From an optimization exercise on the open Yosys and OpenROAD flow, aimed at small area, a short achievable clock period and few clock cycles per item; shortcuts taken in it are not production practice.
The RTL was checked by simulation tests, not by an equivalence proof against the original design.
Power is estimated from default activity; no workload was simulated.

`flow/config.mk`:
```
export PLATFORM = sky130hd
export DESIGN_NAME = zi_sha256
export DESIGN_NICKNAME = zi_sha256
export VERILOG_FILES = /design/flow/design.v
export SDC_FILE = /design/flow/constraint.sdc
export NUM_CORES = 4
export LEC_CHECK = 0
export CAP_MARGIN = 20
export CORE_MARGIN = 2
export CORE_UTILIZATION = 40
export SETUP_SLACK_MARGIN = 5
export SLEW_MARGIN = 20
```
`flow/constraint.sdc`:
```
create_clock -name core_clock -period 10.0 [get_ports {clk}]
set_input_delay 2.0000 -clock core_clock [delete_from_list [all_inputs] [get_ports {clk}]]
set_output_delay 2.0000 -clock core_clock [all_outputs]
set_load 0.01 [all_outputs]
```
`flow/design.v`:
```
module zi_sha256 (
    input  wire         clk,
    input  wire         rst,           
    input  wire         in_valid,
    output wire         in_ready,
    input  wire [31:0]  in_data,
    input  wire         in_last,
    input  wire [2:0]   in_nbytes,     
    output reg          out_valid,
    output wire [255:0] out_digest
);
    localparam [31:0] IV0 = 32'h6a09e667, IV1 = 32'hbb67ae85,
                      IV2 = 32'h3c6ef372, IV3 = 32'ha54ff53a,
                      IV4 = 32'h510e527f, IV5 = 32'h9b05688c,
                      IV6 = 32'h1f83d9ab, IV7 = 32'h5be0cd19;
    reg [31:0] w [0:15];
    reg [31:0] a, b, c, d, e, f, g, h;
    reg [31:0] ra0, ra1, ra2, ra3, re0, re1, re2, re3;
    reg [31:0] pa;                     
    reg [5:0]  rnd;                    
    reg        act;                    
    reg [3:0]  nw;                     
    reg        full;                   
    reg        slot;                   
    reg        pad;                    
    reg        pad80;                  
    reg        lenblk;                 
    reg        fin_fill;               
    reg        fin_run;                
    reg [17:0] wc;                     
    reg [1:0]  lastb;                  
    wire [3:0] ph   = rnd[3:0];
    wire       q3   = (rnd[5:4] == 2'b11);
    wire       r63  = (rnd == 6'd63);
    reg        r63q, last, lastfin, hsh;
    wire       ivld = rst | lastfin;
    assign out_digest = {ra0, ra3, ra2, ra1, re0, re3, re2, re1};
    assign in_ready   = slot & ~pad;
    wire fire = in_valid & slot & ~pad;
    wire pins = slot & pad;
    wire ins  = fire | pins;
    reg [31:0] last_word;
    always @(*) begin
        case (in_nbytes)
            3'd0:    last_word = 32'h80000000;
            3'd1:    last_word = {in_data[31:24], 24'h800000};
            3'd2:    last_word = {in_data[31:16], 16'h8000};
            3'd3:    last_word = {in_data[31:8],  8'h80};
            default: last_word = in_data;
        endcase
    end
    wire        set_fin  = pins & (nw == 4'd15) & lenblk;
    wire [31:0] pad_word = set_fin ? {9'd0, wc, lastb, 3'b000}
                                   : {pad80, 31'd0};
    wire [31:0] word = pad ? pad_word : (in_last ? last_word : in_data);
    reg [31:0] kn;
    always @(*) begin
        case (rnd)
            6'd0: kn = 32'h71374491;
            6'd1: kn = 32'hb5c0fbcf;
            6'd2: kn = 32'he9b5dba5;
            6'd3: kn = 32'h3956c25b;
            6'd4: kn = 32'h59f111f1;
            6'd5: kn = 32'h923f82a4;
            6'd6: kn = 32'hab1c5ed5;
            6'd7: kn = 32'hd807aa98;
            6'd8: kn = 32'h12835b01;
            6'd9: kn = 32'h243185be;
            6'd10: kn = 32'h550c7dc3;
            6'd11: kn = 32'h72be5d74;
            6'd12: kn = 32'h80deb1fe;
            6'd13: kn = 32'h9bdc06a7;
            6'd14: kn = 32'hc19bf174;
            6'd15: kn = 32'he49b69c1;
            6'd16: kn = 32'hefbe4786;
            6'd17: kn = 32'h0fc19dc6;
            6'd18: kn = 32'h240ca1cc;
            6'd19: kn = 32'h2de92c6f;
            6'd20: kn = 32'h4a7484aa;
            6'd21: kn = 32'h5cb0a9dc;
            6'd22: kn = 32'h76f988da;
            6'd23: kn = 32'h983e5152;
            6'd24: kn = 32'ha831c66d;
            6'd25: kn = 32'hb00327c8;
            6'd26: kn = 32'hbf597fc7;
            6'd27: kn = 32'hc6e00bf3;
            6'd28: kn = 32'hd5a79147;
            6'd29: kn = 32'h06ca6351;
            6'd30: kn = 32'h14292967;
            6'd31: kn = 32'h27b70a85;
            6'd32: kn = 32'h2e1b2138;
            6'd33: kn = 32'h4d2c6dfc;
            6'd34: kn = 32'h53380d13;
            6'd35: kn = 32'h650a7354;
            6'd36: kn = 32'h766a0abb;
            6'd37: kn = 32'h81c2c92e;
            6'd38: kn = 32'h92722c85;
            6'd39: kn = 32'ha2bfe8a1;
            6'd40: kn = 32'ha81a664b;
            6'd41: kn = 32'hc24b8b70;
            6'd42: kn = 32'hc76c51a3;
            6'd43: kn = 32'hd192e819;
            6'd44: kn = 32'hd6990624;
            6'd45: kn = 32'hf40e3585;
            6'd46: kn = 32'h106aa070;
            6'd47: kn = 32'h19a4c116;
            6'd48: kn = 32'h1e376c08;
            6'd49: kn = 32'h2748774c;
            6'd50: kn = 32'h34b0bcb5;
            6'd51: kn = 32'h391c0cb3;
            6'd52: kn = 32'h4ed8aa4a;
            6'd53: kn = 32'h5b9cca4f;
            6'd54: kn = 32'h682e6ff3;
            6'd55: kn = 32'h748f82ee;
            6'd56: kn = 32'h78a5636f;
            6'd57: kn = 32'h84c87814;
            6'd58: kn = 32'h8cc70208;
            6'd59: kn = 32'h90befffa;
            6'd60: kn = 32'ha4506ceb;
            6'd61: kn = 32'hbef9a3f7;
            6'd62: kn = 32'hc67178f2;
            6'd63: kn = 32'h428a2f98;
            default: kn = 32'h428a2f98;
        endcase
    end
    wire [31:0] bsig1 = {e[5:0], e[31:6]} ^ {e[10:0], e[31:11]} ^ {e[24:0], e[31:25]};
    wire [31:0] bsig0 = {a[1:0], a[31:2]} ^ {a[12:0], a[31:13]} ^ {a[21:0], a[31:22]};
    wire [31:0] ch    = (e & f) ^ (~e & g);
    wire [31:0] maj   = (a & b) | (a & c) | (b & c);
    wire [31:0] h0g = r63q ? ra1 : 32'd0;
    wire [31:0] h4g = r63q ? re1 : 32'd0;
    wire [31:0] a1s = pa ^ h0g ^ ch;
    wire [31:0] a1c = {((pa & h0g) | (pa & ch) | (h0g & ch)), 1'b0};
    wire [31:0] a2s = bsig1 ^ bsig0 ^ maj;
    wire [31:0] a2c = {((bsig1 & bsig0) | (bsig1 & maj) | (bsig0 & maj)), 1'b0};
    wire [31:0] a3s = a1s ^ a1c ^ a2s;
    wire [31:0] a3c = {((a1s & a1c) | (a1s & a2s) | (a1c & a2s)), 1'b0};
    wire [31:0] a4s = a3s ^ a3c ^ a2c;
    wire [31:0] a4c = {((a3s & a3c) | (a3s & a2c) | (a3c & a2c)), 1'b0};
    wire [31:0] a_rnd = a4s + a4c;
    wire [31:0] e1s = pa ^ d ^ h4g;
    wire [31:0] e1c = {((pa & d) | (pa & h4g) | (d & h4g)), 1'b0};
    wire [31:0] e2s = e1s ^ e1c ^ ch;
    wire [31:0] e2c = {((e1s & e1c) | (e1s & ch) | (e1c & ch)), 1'b0};
    wire [31:0] e3s = e2s ^ e2c ^ bsig1;
    wire [31:0] e3c = {((e2s & e2c) | (e2s & bsig1) | (e2c & bsig1)), 1'b0};
    wire [31:0] e_rnd = e3s + e3c;
    wire [31:0] w1  = w[1];
    wire [31:0] w14 = w[14];
    wire [31:0] ssig0 = {w1[6:0], w1[31:7]} ^ {w1[17:0], w1[31:18]} ^ (w1 >> 3);
    wire [31:0] ssig1 = {w14[16:0], w14[31:17]} ^ {w14[18:0], w14[31:19]} ^ (w14 >> 10);
    wire [31:0] s1s = w[9] ^ w[0] ^ ssig0;
    wire [31:0] s1c = {((w[9] & w[0]) | (w[9] & ssig0) | (w[0] & ssig0)), 1'b0};
    wire [31:0] s2s = s1s ^ s1c ^ ssig1;
    wire [31:0] s2c = {((s1s & s1c) | (s1s & ssig1) | (s1c & ssig1)), 1'b0};
    wire [31:0] w_next = s2s + s2c;
    wire [31:0] sa = a + ra0;
    wire [31:0] se = e + re0;
    wire [31:0] h_n = lastfin ? IV7 : (last ? re2 : g);
    wire [31:0] p1s = h_n ^ kn ^ w1;
    wire [31:0] p1c = {((h_n & kn) | (h_n & w1) | (kn & w1)), 1'b0};
    wire [31:0] pa_n = p1s + p1c;
    wire       full_ins = full | (ins & (nw == 4'd15));
    wire       start    = r63 & full_ins;
    wire [5:0] rnd_n    = r63 ? (start ? 6'd0 : 6'd48) : rnd + 6'd1;
    wire [3:0] nw_n     = ins ? nw + 4'd1 : nw;
    wire       full_n   = full_ins & ~start;
    integer i;
    always @(posedge clk) begin
        for (i = 0; i < 15; i = i + 1)
            w[i] <= w[i+1];
        w[15] <= q3 ? (ins ? word : w[0]) : w_next;
        pa <= pa_n;
        if (ivld) begin
            {a, b, c, d, e, f, g, h} <= {IV0, IV1, IV2, IV3, IV4, IV5, IV6, IV7};
        end else begin
            a <= act ? a_rnd : d;
            b <= last ? sa : a;
            c <= last ? ra3 : b;
            d <= last ? ra2 : c;
            e <= act ? e_rnd : h;
            f <= last ? se : e;
            g <= last ? re3 : f;
            h <= last ? re2 : g;
        end
        if (rst) begin
            {ra0, ra1, ra2, ra3} <= {IV0, IV3, IV2, IV1};
            {re0, re1, re2, re3} <= {IV4, IV7, IV6, IV5};
        end else if (out_valid) begin
            {ra0, ra1, ra2, ra3} <= {IV3, IV2, IV1, IV0};
            {re0, re1, re2, re3} <= {IV7, IV6, IV5, IV4};
        end else begin
            ra0 <= last ? a_rnd : ra1;
            ra1 <= ra2;
            ra2 <= ra3;
            ra3 <= hsh ? sa : ra0;
            re0 <= last ? e_rnd : re1;
            re1 <= re2;
            re2 <= re3;
            re3 <= hsh ? se : re0;
        end
        r63q    <= ~rst & (rnd == 6'd62);
        last    <= ~rst & act & (rnd == 6'd62);
        lastfin <= ~rst & act & fin_run & (rnd == 6'd62);
        hsh     <= ~rst & act & (rnd[5:2] == 4'hf) & (rnd[1:0] != 2'd3);
        if (rst) begin
            rnd       <= 6'd48;
            act       <= 1'b0;
            nw        <= 4'd0;
            full      <= 1'b0;
            slot      <= 1'b1;
            pad       <= 1'b0;
            pad80     <= 1'b0;
            lenblk    <= 1'b0;
            fin_fill  <= 1'b0;
            fin_run   <= 1'b0;
            wc        <= 18'd0;
            lastb     <= 2'd0;
            out_valid <= 1'b0;
        end else begin
            rnd       <= rnd_n;
            if (r63)
                act <= start;
            nw        <= nw_n;
            full      <= full_n;
            slot      <= (rnd_n[5:4] == 2'b11) & (rnd_n[3:0] == nw_n) & ~full_n;
            out_valid <= lastfin;
            if (fire) begin
                if (~in_last | in_nbytes[2])
                    wc <= wc + 18'd1;
                if (in_last) begin
                    pad   <= 1'b1;
                    pad80 <= in_nbytes[2];
                    lastb <= in_nbytes[1:0];
                end
            end
            if (pins) begin
                pad80 <= 1'b0;
                if (nw == 4'd14)
                    lenblk <= ~pad80;
                if (set_fin) begin
                    pad    <= 1'b0;
                    lenblk <= 1'b0;
                    wc     <= 18'd0;
                end
            end
            if (start) begin
                fin_run  <= fin_fill | set_fin;
                fin_fill <= 1'b0;
            end else if (set_fin) begin
                fin_fill <= 1'b1;
            end
        end
    end
endmodule
```
`flow/flow/run.sh`:
```
#!/bin/bash
# The standard layout (standard.sh: unchanged synthesis and ORFS steps)
# with two placement/CTS options: every port still gets its own buffer, but a
# plain buf_2 instead of the delay-buffer cell buffer_ports picks by itself,
# and clock tree synthesis without dummy balancing loads. The make output goes
# to flow_make.log; each ORFS step writes its own log under orfs/logs/.
set -euo pipefail
bash standard.sh \
  "BUFFER_PORTS_ARGS=-buffer_cell sky130_fd_sc_hd__buf_2" \
  "CTS_ARGS=-sink_clustering_enable -repair_clock_nets -dont_use_dummy_load" \
  finish > flow_make.log 2>&1
```
`flow/standard.sh`:
```
#!/bin/bash
# synth_recipe.tcl (not shown) runs the flow's synth.tcl, then flattens the netlist and writes it again
# the make line also repeats each setting of config.mk as NAME=value (left out here)
make -C /OpenROAD-flow-scripts/flow DESIGN_CONFIG=/design/flow/config.mk WORK_HOME=/design/flow/orfs CLKGATE_MAP_FILE= SYNTH_SCRIPT=/design/flow/synth_recipe.tcl "${@:-finish}"
```
==> impl_metrics.yaml <==
logic_synthesis:
  synth_warnings: 2
  synthesis.area_sq_um: 54800
  synth-main-ff-cell: "dfxtp_1"
  synth_top_cell_by_area: "dfxtp_1"
  synth-edff-count: 0
  syn_nets: 6229
  async_flop_share_pct: 0
  ys_seq_area_share_pct: 41.3
  ys_seq_elements: 1131
  netlist.area_leader.share_pct: 41.3
  synth_area_per_cell_sq_um: 9.67
  synth_cell_types: 86
  synthTopCellsByArea: "dfxtp_1, fa_1, ha_1"
  synthCells: 5669
routing:
  postRouteAntennaNets: 0
  first_pass_iters: 8
  wl_per_cell_um: 24.3
  routed_wl_mm: 186
  vias: 41300
  drt-initial-drc-count: 4034
  drc: 0
  vias_per_cell: 5.41
global_routing:
  grt_pass1_vias: 39700
  grt_overflow: 0
  grtUsageTotal_pct: 25.8
  grt_first_pass_wirelength_mm: 268
  grt_max_degree: 104
  antenna_found_initial: 8
worst_hold_path:
  hold_path.class: "reg2reg"
clock_tree:
  cts_buffers: 114
  cts.reportedPaths.clkPinSlew_ps: 70
  htree_levels: 3
  clockBufferDepth: 3
  cts_hold_buf: 0
  cts-root-buf: "clkbuf_16"
  cts_sinks: 1131
  cts_tree: "yes"
  clk_latency_ps: 760
final_layout:
  layout.cells.non_filler: 7643
  nFillCells: 12900
  final_cell_mix: "dfxtp_1, inv_1, nand2_1"
  multi_input_area_sq_um: 29800
  fin_nets: 6423
  largest_register_ffs: 512
  final_common_cell: "dfxtp_1"
  ff_latch_area_sq_um: 22800
  utilization_pct: 45.8
  top_register: "w"
  syn_to_final_growth_pct: 13.5
  drive_above_1_share_pct: 13.7
floorplanning:
  num_rows: 135
  fp.dieH_um: 374
  coreArea_sq_um: 136000
  start_util_pct: 40.4
  ios: 297
  dieArea_sq_um: 140000
  fp.dieW_um: 374
placement:
  gp_congestion: 0.964
  port_buffers: 296
  dp_cells: 7474
  dp_hpwl_mm: 138
power:
  p_seq_share_pct: 24.3
  internal_power_mw: 13.5
  swShare_pct: 44.6
  p_comb_share_pct: 60.8
  leakage_nw: 26.4
  net-switching-power_mw: 10.9
  power.total_mw: 24.4
  power_density_nw_per_um2: 393
  peakVddDrop_v: 0.000283
  pwr-share-clk_pct: 14.9
worst_setup_path:
  crit_fanout: 6
  crit_required_ps: 10560
  cp_slowest_stage_delay_ps: 540
  critical_path.cell_chain: "xor2_2 -> xnor2_2 -> fa_1 -> fa_1 -> inv_1 -> fa_1 -> ha_1 -> a21oi_2 -> o211ai_1 -> a21oi_2 -> buf_6 -> o31ai_4 -> a211o_1 -> a31oi_4 -> o21ai_2 -> a21oi_2 -> and3_1 -> or4_1"
  critPathArrivalTime_ps: 5700
  cp_slowest_cell: "fa_1"
  path_class: "reg2reg"
  worstSetupEndpointType: "flop"
  cp_num_buf_inv: 2
  cp-start-kind: "flop"
  cp_top_family: "adder cells"
sta:
  finalSetupTns_ps: 0
  worstMarginPinSlew_ps: 1190
  slew_headroom_pct: 20.2
  grt_setup_unrepaired: "true"
  max_freq_mhz: 195
  min_period_ps: 5130
  setup_viol_count_final: 0
  hold_viol: 0
  report.final.slew_viol_count: 0
  fin_skew_ps: 109
  finalCritPeriodShare_pct: 51.3
flow_run:
  cap_violations: 0
run_status:
  outcome: "timing/DRC/antenna clean"
-- per-stage QoR --
step	worst slack (ps)	instance area (sq um)	hold WS [ps]
floorplan	5050	54800	310
global placement	4260	57800	310
detailed placement	4220	57800	312
CTS	4840	61400	244
global route	4710	62200	266
finish	4870	62200	257
-- worst reg2reg max path: stages (launching register included) --
cell	delay, ps
dfxtp_2	400
xor2_2	220
xnor2_2	330
fa_1	510
fa_1	540
inv_1	50
fa_1	440
ha_1	360
a21oi_2	80
o211ai_1	280
a21oi_2	100
buf_6	140
o31ai_4	340
a211o_1	250
a31oi_4	110
o21ai_2	150
a21oi_2	80
and3_1	160
or4_1	480
-- Yosys cell counts (all sizes together), types with 40 or more instances --
| cell | count |
|---|---|
| o211ai | 67 |
| nor2 | 391 |
| a21o | 145 |
| inv | 554 |
| o21a | 40 |
| ha | 211 |
| nor3 | 49 |
| clkbuf | 280 |
| dfxtp | 1131 |
| and2 | 77 |
| xor2 | 142 |
| nand2 | 416 |
| a211oi | 65 |
| o21bai | 41 |
| or3 | 58 |
| mux2i | 239 |
| fa | 310 |
| xnor2 | 301 |
| o21ai | 261 |
| a21oi | 296 |
| nand3 | 69 |
-- power groups by stage --
stage	Sequential (mW)	Combinational, mW	Clock [mW]
after detailed placement	6.02	13.3	0
after global routing	6.00	16.4	3.88
final	5.95	14.9	3.64
after floorplan	5.66	10.2	0
after global placement	6.01	13.2	0
after CTS	5.93	13.8	3.71
-- cell families after synthesis --
group                      synth area share [%]
adders and majority gates                  16.2
muxes                                      4.98
DFF                                        41.3
AOI/OAI and AO/OA                          13.8
xor gates and xnor gates                   7.08
buffers and inverters                      6.00
and+or+nand+nor                            10.7
-- what timing repair did --
item	4_1_cts	5_1_grt
gates cloned	3	2
setup endpoints to repair	73	52
setup buffers	24	25
resized for setup	128	127
pin swaps	23	42
-- layer usage --
metal	share of wire, %	track usage (%)
met5	0.025	0
met2	44	39.9
met1	44	36.1
met3	8.1	4.96
met4	3.7	8.14
-- final cells by class --
type	instances	share of cell area [%]
sequential	1131	36.7
clock buffer	114	4.59
antenna	1	0.00402
timing repair buffer	394	3.83
tap	1781	3.58
inverter	556	3.36
multi-input combinational	3666	47.9
-- path summary, 6_finish.rpt --
check	startpoint	to	slack (ps)	depth (start not counted)
max	e[10]	ra0[30]	4870	18
min	w[5][20]	w[4][20]	260	0
max reg2reg	e[10]	ra0[30]	4870	18
min reg2reg	w[5][20]	w[4][20]	260	0
Testbench counts, summed over its fixed seeds: cycles 70,024, bytes 62,061.

[separate check: timing with driven ports]
In the flow no input, the clock included, has a driving cell. The finished layout below was timed again as built, in two steps. Step 1 assumes that a clkbuf_16 drives the clock port and a buf_2 every other input. Step 2 adds t to the input delays and takes it off the output delays; t is the mean of the earliest and latest rising clock arrival at the registers after step 1. Input paths then give back, and output paths get back, about the clock's delay inside the block. a / b / c = ideal ports / drivers / drivers and shift; a / b = the first two.
t, ns: 0.787
slack for setup (ns): 4.866 / 4.866 / 4.488
hold WS [ns]: 0.257 / 0.257 / 0.257
worst setup path at the end: input to register
After both steps setup and hold are still met in this run. For this run, drivers alone change the setup slack by 0.000 ns; drivers and shift together by -0.378 ns.
